This design comes from an exercise in tuning for a short achievable clock period and few clock cycles on the open sky130 flow, not from production work.
The RTL was checked by simulation tests, not by an equivalence proof against the original design.
Power and IR drop assume default switching activity.

==> flow/design.v <==
module mvn_cpu (
    input  wire        clk,
    input  wire        rst,
    output reg         mem_req,
    output reg         mem_we,
    output reg  [11:0] mem_addr,
    output reg  [7:0]  mem_wdata,
    input  wire        mem_ready,
    input  wire [7:0]  mem_rdata,
    output wire        in_ready,
    input  wire        in_valid,
    input  wire [11:0] in_data,
    output wire        out_valid,
    output wire [11:0] out_data,
    output wire        halted,
    input  wire        resume,
    output wire        done,
    output wire        faulted,
    output wire [3:0]  fault_code,
    output wire [12:0] pc_o,
    output wire [11:0] ac_o
);
    localparam [3:0] OP_JMP = 4'h0, OP_JZ = 4'h1, OP_JN = 4'h2, OP_LV = 4'h3,
                     OP_ADD = 4'h4, OP_SUB = 4'h5, OP_MUL = 4'h6, OP_DIV = 4'h7,
                     OP_LD  = 4'h8, OP_MM  = 4'h9, OP_SC  = 4'hA, OP_RS  = 4'hB,
                     OP_HM  = 4'hC, OP_GD  = 4'hD, OP_PD  = 4'hE, OP_OS  = 4'hF;
    localparam [3:0] E_NONE = 4'd0, E_INVALID_ADDR = 4'd5, E_OUT_OF_RANGE = 4'd6,
                     E_DIV_ZERO = 4'd7, E_OVERFLOW = 4'd8, E_UNIMPL = 4'd9;
    localparam [3:0] S_FETCH0 = 4'd0,  S_FETCH1 = 4'd1,  S_EXEC   = 4'd2,
                     S_READ0  = 4'd3,  S_READ1  = 4'd4,  S_ALU    = 4'd5,
                     S_DIV    = 4'd6,  S_WRITE0 = 4'd7,  S_WRITE1 = 4'd8,
                     S_HALT   = 4'd9,  S_GD     = 4'd10, S_DONE   = 4'd11;
    reg  [3:0]  state;
    reg  [12:0] pc;
    reg  [11:0] ac;
    reg  [15:0] ir;
    reg  [15:0] dat;
    reg         done_r;
    reg         faulted_r;
    reg  [3:0]  fault_code_r;
    reg  [12:0] div_rem;
    reg  [11:0] div_quo;
    reg  [11:0] div_dvs;
    reg  [3:0]  div_cnt;
    reg         div_neg;
    wire [3:0]  op      = ir[15:12];
    wire [11:0] opr     = ir[11:0];
    wire [11:0] opr_p1  = opr + 12'd1;
    wire [12:0] opr_p2  = {1'b0, opr} + 13'd2;
    wire        opr_end = (opr == 12'hFFF);    
    wire [11:0] d       = dat[11:0];           
    wire [11:0] ac_abs  = ac[11] ? (~ac + 12'd1) : ac;
    wire [11:0] d_abs   = d[11]  ? (~d + 12'd1)  : d;
    wire [11:0] mul_res = ac * d;
    wire [12:0] div_sh  = {div_rem[11:0], div_quo[11]};
    wire [12:0] div_sub = div_sh - {1'b0, div_dvs};
    assign in_ready   = (state == S_GD);
    assign out_valid  = (state == S_EXEC) && (op == OP_PD);
    assign out_data   = ac;
    assign halted     = (state == S_HALT);
    assign done       = done_r;
    assign faulted    = faulted_r;
    assign fault_code = fault_code_r;
    assign pc_o       = pc;
    assign ac_o       = ac;
    always @(*) begin
        mem_req   = 1'b0;
        mem_we    = 1'b0;
        mem_addr  = 12'd0;
        mem_wdata = 8'd0;
        case (state)
            S_FETCH0: begin mem_req = (pc != 13'h1000); mem_addr = pc[11:0]; end
            S_FETCH1: begin mem_req = 1'b1; mem_addr = pc[11:0] + 12'd1; end
            S_READ0:  begin mem_req = 1'b1; mem_addr = opr; end
            S_READ1:  begin mem_req = 1'b1; mem_addr = opr_p1; end
            S_WRITE0: begin
                mem_req   = 1'b1;
                mem_we    = 1'b1;
                mem_addr  = opr;
                mem_wdata = (op == OP_SC) ? {3'b000, pc[12:8]} : {{4{ac[11]}}, ac[11:8]};
            end
            S_WRITE1: begin
                mem_req   = 1'b1;
                mem_we    = 1'b1;
                mem_addr  = opr_p1;
                mem_wdata = (op == OP_SC) ? pc[7:0] : ac[7:0];
            end
            default: ;
        endcase
    end
    always @(posedge clk) begin
        if (rst) begin
            state        <= S_FETCH0;
            pc           <= 13'd0;
            ac           <= 12'd0;
            done_r       <= 1'b0;
            faulted_r    <= 1'b0;
            fault_code_r <= E_NONE;
        end else begin
            case (state)
                S_FETCH0: begin
                    if (pc == 13'h1000) begin
                        state        <= S_DONE;
                        done_r       <= 1'b1;
                        faulted_r    <= 1'b1;
                        fault_code_r <= E_OUT_OF_RANGE;
                    end else if (mem_ready) begin
                        ir[15:8] <= mem_rdata;
                        state    <= S_FETCH1;
                    end
                end
                S_FETCH1: begin
                    if (mem_ready) begin
                        ir[7:0] <= mem_rdata;
                        pc      <= pc + 13'd2;
                        state   <= S_EXEC;
                    end
                end
                S_EXEC: begin
                    state <= S_FETCH0;
                    case (op)
                        OP_JMP, OP_JZ, OP_JN: begin
                            if ((op == OP_JMP) ||
                                (op == OP_JZ && ac == 12'd0) ||
                                (op == OP_JN && ac[11])) begin
                                if (opr[0]) begin
                                    state        <= S_DONE;
                                    done_r       <= 1'b1;
                                    faulted_r    <= 1'b1;
                                    fault_code_r <= E_INVALID_ADDR;
                                end else begin
                                    pc <= {1'b0, opr};
                                end
                            end
                        end
                        OP_LV: ac <= opr;
                        OP_ADD, OP_SUB, OP_MUL, OP_DIV, OP_LD, OP_RS: begin
                            if (opr_end) begin
                                state        <= S_DONE;
                                done_r       <= 1'b1;
                                faulted_r    <= 1'b1;
                                fault_code_r <= E_OUT_OF_RANGE;
                            end else begin
                                state <= S_READ0;
                            end
                        end
                        OP_MM, OP_SC: begin
                            if (opr_end) begin
                                state        <= S_DONE;
                                done_r       <= 1'b1;
                                faulted_r    <= 1'b1;
                                fault_code_r <= E_OUT_OF_RANGE;
                            end else if (op == OP_SC && opr[0]) begin
                                state        <= S_DONE;
                                done_r       <= 1'b1;
                                faulted_r    <= 1'b1;
                                fault_code_r <= E_INVALID_ADDR;
                            end else begin
                                state <= S_WRITE0;
                            end
                        end
                        OP_HM: state <= S_HALT;
                        OP_GD: state <= S_GD;
                        OP_PD: ;   
                        OP_OS: begin
                            state  <= S_DONE;
                            done_r <= 1'b1;
                            if (opr != 12'd0) begin
                                faulted_r    <= 1'b1;
                                fault_code_r <= E_UNIMPL;
                            end
                        end
                        default: ;
                    endcase
                end
                S_READ0: begin
                    if (mem_ready) begin
                        dat[15:8] <= mem_rdata;
                        state     <= S_READ1;
                    end
                end
                S_READ1: begin
                    if (mem_ready) begin
                        dat[7:0] <= mem_rdata;
                        state    <= S_ALU;
                    end
                end
                S_ALU: begin
                    state <= S_FETCH0;
                    case (op)
                        OP_ADD: ac <= ac + d;
                        OP_SUB: ac <= ac - d;
                        OP_MUL: ac <= mul_res;
                        OP_LD:  ac <= d;
                        OP_DIV: begin
                            if (d == 12'd0) begin
                                state        <= S_DONE;
                                done_r       <= 1'b1;
                                faulted_r    <= 1'b1;
                                fault_code_r <= E_DIV_ZERO;
                            end else begin
                                div_rem <= 13'd0;
                                div_quo <= ac_abs;
                                div_dvs <= d_abs;
                                div_cnt <= 4'd0;
                                div_neg <= ac[11] ^ d[11];
                                state   <= S_DIV;
                            end
                        end
                        OP_RS: begin
                            if (dat[15:12] != 4'd0) begin
                                state        <= S_DONE;
                                done_r       <= 1'b1;
                                faulted_r    <= 1'b1;
                                fault_code_r <= E_OVERFLOW;
                            end else if (dat[0]) begin
                                state        <= S_DONE;
                                done_r       <= 1'b1;
                                faulted_r    <= 1'b1;
                                fault_code_r <= E_INVALID_ADDR;
                            end else begin
                                pc <= {1'b0, dat[11:0]};
                            end
                        end
                        default: ;
                    endcase
                end
                S_DIV: begin
                    if (!div_sub[12]) begin
                        div_rem <= div_sub;
                        div_quo <= {div_quo[10:0], 1'b1};
                    end else begin
                        div_rem <= div_sh;
                        div_quo <= {div_quo[10:0], 1'b0};
                    end
                    div_cnt <= div_cnt + 4'd1;
                    if (div_cnt == 4'd11) begin
                        ac    <= div_neg ? (~{div_quo[10:0], !div_sub[12]} + 12'd1)
                                         :   {div_quo[10:0], !div_sub[12]};
                        state <= S_FETCH0;
                    end
                end
                S_WRITE0: begin
                    if (mem_ready) state <= S_WRITE1;
                end
                S_WRITE1: begin
                    if (mem_ready) begin
                        if (op == OP_SC) pc <= opr_p2;
                        state <= S_FETCH0;
                    end
                end
                S_HALT: begin
                    if (resume) begin
                        if (opr[0]) begin
                            state        <= S_DONE;
                            done_r       <= 1'b1;
                            faulted_r    <= 1'b1;
                            fault_code_r <= E_INVALID_ADDR;
                        end else begin
                            pc    <= {1'b0, opr};
                            state <= S_FETCH0;
                        end
                    end
                end
                S_GD: begin
                    if (in_valid) begin
                        ac    <= in_data;
                        state <= S_FETCH0;
                    end
                end
                S_DONE: ;
                default: state <= S_FETCH0;
            endcase
        end
    end
endmodule
==> flow/run.sh <==
#!/bin/bash
# synth_recipe.tcl (not shown) runs the flow's synth.tcl, then flattens the netlist and writes it again
# the make line also repeats each setting of config.mk as NAME=value (left out here)
make -C /OpenROAD-flow-scripts/flow DESIGN_CONFIG=/design/flow/config.mk WORK_HOME=/design/flow/orfs CLKGATE_MAP_FILE= SYNTH_SCRIPT=/design/flow/synth_recipe.tcl finish
==> flow/config.mk <==
export PLATFORM = sky130hd
export DESIGN_NAME = mvn_cpu
export DESIGN_NICKNAME = mvn_cpu
export VERILOG_FILES = /design/flow/design.v
export SDC_FILE = /design/flow/constraint.sdc
export NUM_CORES = 4
export LEC_CHECK = 0
export CAP_MARGIN = 20
export CORE_MARGIN = 2
export CORE_UTILIZATION = 40
export PLACE_DENSITY = 0.6
export SLEW_MARGIN = 20
==> flow/constraint.sdc <==
create_clock -name core_clock -period 7.0 [get_ports {clk}]
set_input_delay 1.4000 -clock core_clock [delete_from_list [all_inputs] [get_ports {clk}]]
set_output_delay 1.4000 -clock core_clock [all_outputs]
set_load 0.01 [all_outputs]
==> results.txt <==
per-stage QoR:
| stage | hold slack (ps) | total power [mW] | setup slack [ps] |
|---|---|---|---|
| final | 477 | 2.67 | 1480 |
| after global routing | 510 | 2.82 | 982 |
| after CTS | 486 | 2.66 | 1490 |
| after detailed placement | 463 | 2.14 | 1670 |
| after global placement | 456 | 2.13 | 1770 |
| after floorplan | 502 | 1.66 | 1850 |
critical path, cell delays in order (launching register included):
cell and delay, ps:
dfxtp_1 900, xor2_1 340, nand2_1 560, mux2i_1 390
o21ai_0 180, nand2b_1 210, nor4_1 340, xor2_1 100
o21ai_0 160, clkdlybuf4s50_1 560
cell families after synthesis:
| logic type | share of synthesized area |
|---|---|
| AO/OA/AOI/OAI | 0.194 |
| XOR/XNOR | 0.0808 |
| adder cells (fa/ha/maj) | 0.144 |
| buffers and inverters | 0.0787 |
| flip-flops | 0.268 |
| multiplexers | 0.0337 |
| AND/OR/NAND/NOR | 0.201 |
state kept, by name (all words and copies together) (netlist names), 4 cells and up:
register,flops
div_quo,12
fault_code_r,4
div_rem,12
dat,16
ir,16
pc,13
ac,12
div_dvs,12
div_cnt,4
state,4
path summary, 6_finish.rpt:
path	from	endpoint	slack, ps	cells past startpoint
min	faulted_r$_SDFFE_PP0P_	faulted_r$_SDFFE_PP0P_	480	2
max	state[3]$_SDFFE_PP0P_	mem_addr[11]	1480	9
max reg2reg	ac[6]$_SDFFE_PP0P_	ac[11]$_SDFFE_PP0P_	1630	18
min reg2reg	faulted_r$_SDFFE_PP0P_	faulted_r$_SDFFE_PP0P_	480	2
where the power goes:
group | internal (mW) | switching, mW
registers | 0.749 | 0.232
clock network | 0.250 | 0.261
logic | 0.540 | 0.634
total | 1.54 | 1.13
routing by layer:
layer  vias to the layer above  global-route usage  routed length [microns]
met1                      4938               0.345                    15600
met5                         -                   0                        0
li1                       4653                   -                        -
met4                         0              0.0802                     1030
met3                        74              0.0472                     2680
met2                       455               0.416                    17100
placed cells by master, fill, tap and decap left out, types with 9 or more instances in the layout:
cell / n
and2_1: 24
buf_4: 24
nor2_1: 100
a211oi_1: 23
a21oi_1: 62
o211ai_1: 9
nor2b_1: 15
mux2i_1: 33
nand2_1: 161
clkbuf_16: 9
nor3_1: 29
nor4_1: 9
dfxtp_1: 35
or3_1: 18
a222oi_1: 12
inv_1: 102
clkdlybuf4s50_1: 92
xnor2_1: 51
a31oi_1: 12
xor2_1: 46
o21ai_0: 87
o31ai_1: 12
a22oi_1: 20
nand3_1: 25
nand2b_1: 28
ha_1: 59
edfxtp_1: 73
fa_1: 41
area by class of cell:
cell class	count	share of cell area
multi-input cells	997	0.582
clock inverters	7	0.00513
well taps	341	0.0350
clock buffers	9	0.0185
flip-flops and latches	108	0.237
repair buffers	116	0.0904
inverters	103	0.0317
==> flow_metrics.tcl <==
set metrics [dict create \
    startpoint_type "flop" \
    core_area_sq_um 26700 \
    hold_viol 0 \
    htreeDepth 3 \
    drv_cap 0 \
    drive_gt1_frac 0.0522 \
    seq_area_frac_synth 0.268 \
    power_density_nw_per_um2 219 \
    fillers 2659 \
    place_area_sq_um 11900 \
    synth.net_count 1437 \
    ir_drop_uv 206 \
    multi_input_area_sq_um 7090 \
    die_area_sq_um 28300 \
    drt-initial-drc-count 1140 \
    grt_max_degree 41 \
    gr-total-overflow 0 \
    rsz0062_at_grt "false" \
    postRouteAntennaNets 0 \
    post-route-cell-area_sq_um 12200 \
    worstMarginPinSlew_ps 983 \
    wl_per_cell_microns 21.7 \
    synth_commonest_cells "161 x nand2_1, 102 x inv_1, 102 x nor2_1" \
    ctsRootBufferMaster "clkbuf_16" \
    min_path_type "flop to flop" \
    dr.pass1.iters 10 \
    num_vias 10120 \
    ys_seq_elements 108 \
    grt_antenna_before_repair 0 \
    clkSlewWorstSetupHoldPaths_ps 80 \
    io_pins 93 \
    hold_buffers 0 \
    cts_tree "built" \
    synth_warnings 1 \
    grt_pass1_wl_mm 55.9 \
    critPathKind "flop to primary output" \
    cp_max_fo 28 \
    p_leak_nw 4.64 \
    grt_use_total 0.256 \
    drc 0 \
    synth.most_common_cell "nand2_1" \
    cts_resized 0 \
    regArea_sq_um 2890 \
    synth-main-ff-cell "edfxtp_1" \
    netlist_area_sq_um 10800 \
    finalSetupViolations 0 \
    timing.slew.headroom 0.345 \
    fp-row-count 60 \
    layout.nets 1460 \
    gp_congestion 0.960 \
    synthToLayoutAreaGrowth_pct 12.8 \
    clk_latency_ps 360 \
    slew_viol_final 0 \
    wl_mm 36.4 \
    avgSynthCellArea_sq_um 8.23 \
    clockBufferDepth 2 \
    max_freq_mhz 181 \
    critPathCaptureType "primary output" \
    dpl.hpwl_mm 26.9 \
    die_w_microns 168 \
    layout_min_cycle_time_ps 5520 \
    grt_pass1_vias 9579 \
    tns_ps 0 \
    arrival_ps 4120 \
    instances_no_fill 1681 \
    async_flop_share 0 \
    dp.cells 1665 \
    clock_skew_ps 6.73 \
    numCtsBuffers 9 \
    synth_cells 1312 \
    synthDistinctLibCells 77 \
    synth_edf_count 73 \
    antenna_cells 0 \
    fin_util 0.456 \
    fin_crit_sh 0.789 \
    yosysTopAreaCell "edfxtp_1" \
    status "no timing/DRC/antenna violations" \
    synth_area_leaders "edfxtp_1 20%, fa_1 7.6%, ha_1 6.8%" \
    cp_data_required_time_ps 5600 \
    yosysTopAreaCellShare 0.203 \
    postCtsSetupRepairBufs 0 \
    die_y_microns 168 \
    start_util 0.404 \
    portBuffers 92 \
    cts_sinks 108 \
    viasPerCell 6.02 \
]
Testbench counts, summed over its fixed seeds: cycles 112,259.

afterwards: timing with drivers on the ports:
The results above use ideal ports. As a check the final layout listed here was re-extracted and re-timed, cells and wires unchanged. Step 1: set_driving_cell puts a clkbuf_16 on clk and a buf_2 on each other input, an assumption about the parent block. Step 2 adds t to the input delays and takes it off the output delays; t is the mean of the earliest and latest rising clock arrival at the registers after step 1. Input paths then give back, and output paths get back, about the clock's delay inside the block. Slacks: ideal ports / drivers / drivers and shift; pairs: ideal ports / drivers.
shift t [ns]: 0.403
setup slack, ns: 1.477 / 1.430 / 1.626
worst setup path at the end: register to register
latest minus earliest clock arrival (ns): 0.006 / 0.007
worst data-port slew with drivers (ns): 0.04
After both steps this run still meets setup and hold. For this run, drivers alone change the setup slack by -0.047 ns; drivers and shift together by +0.149 ns.
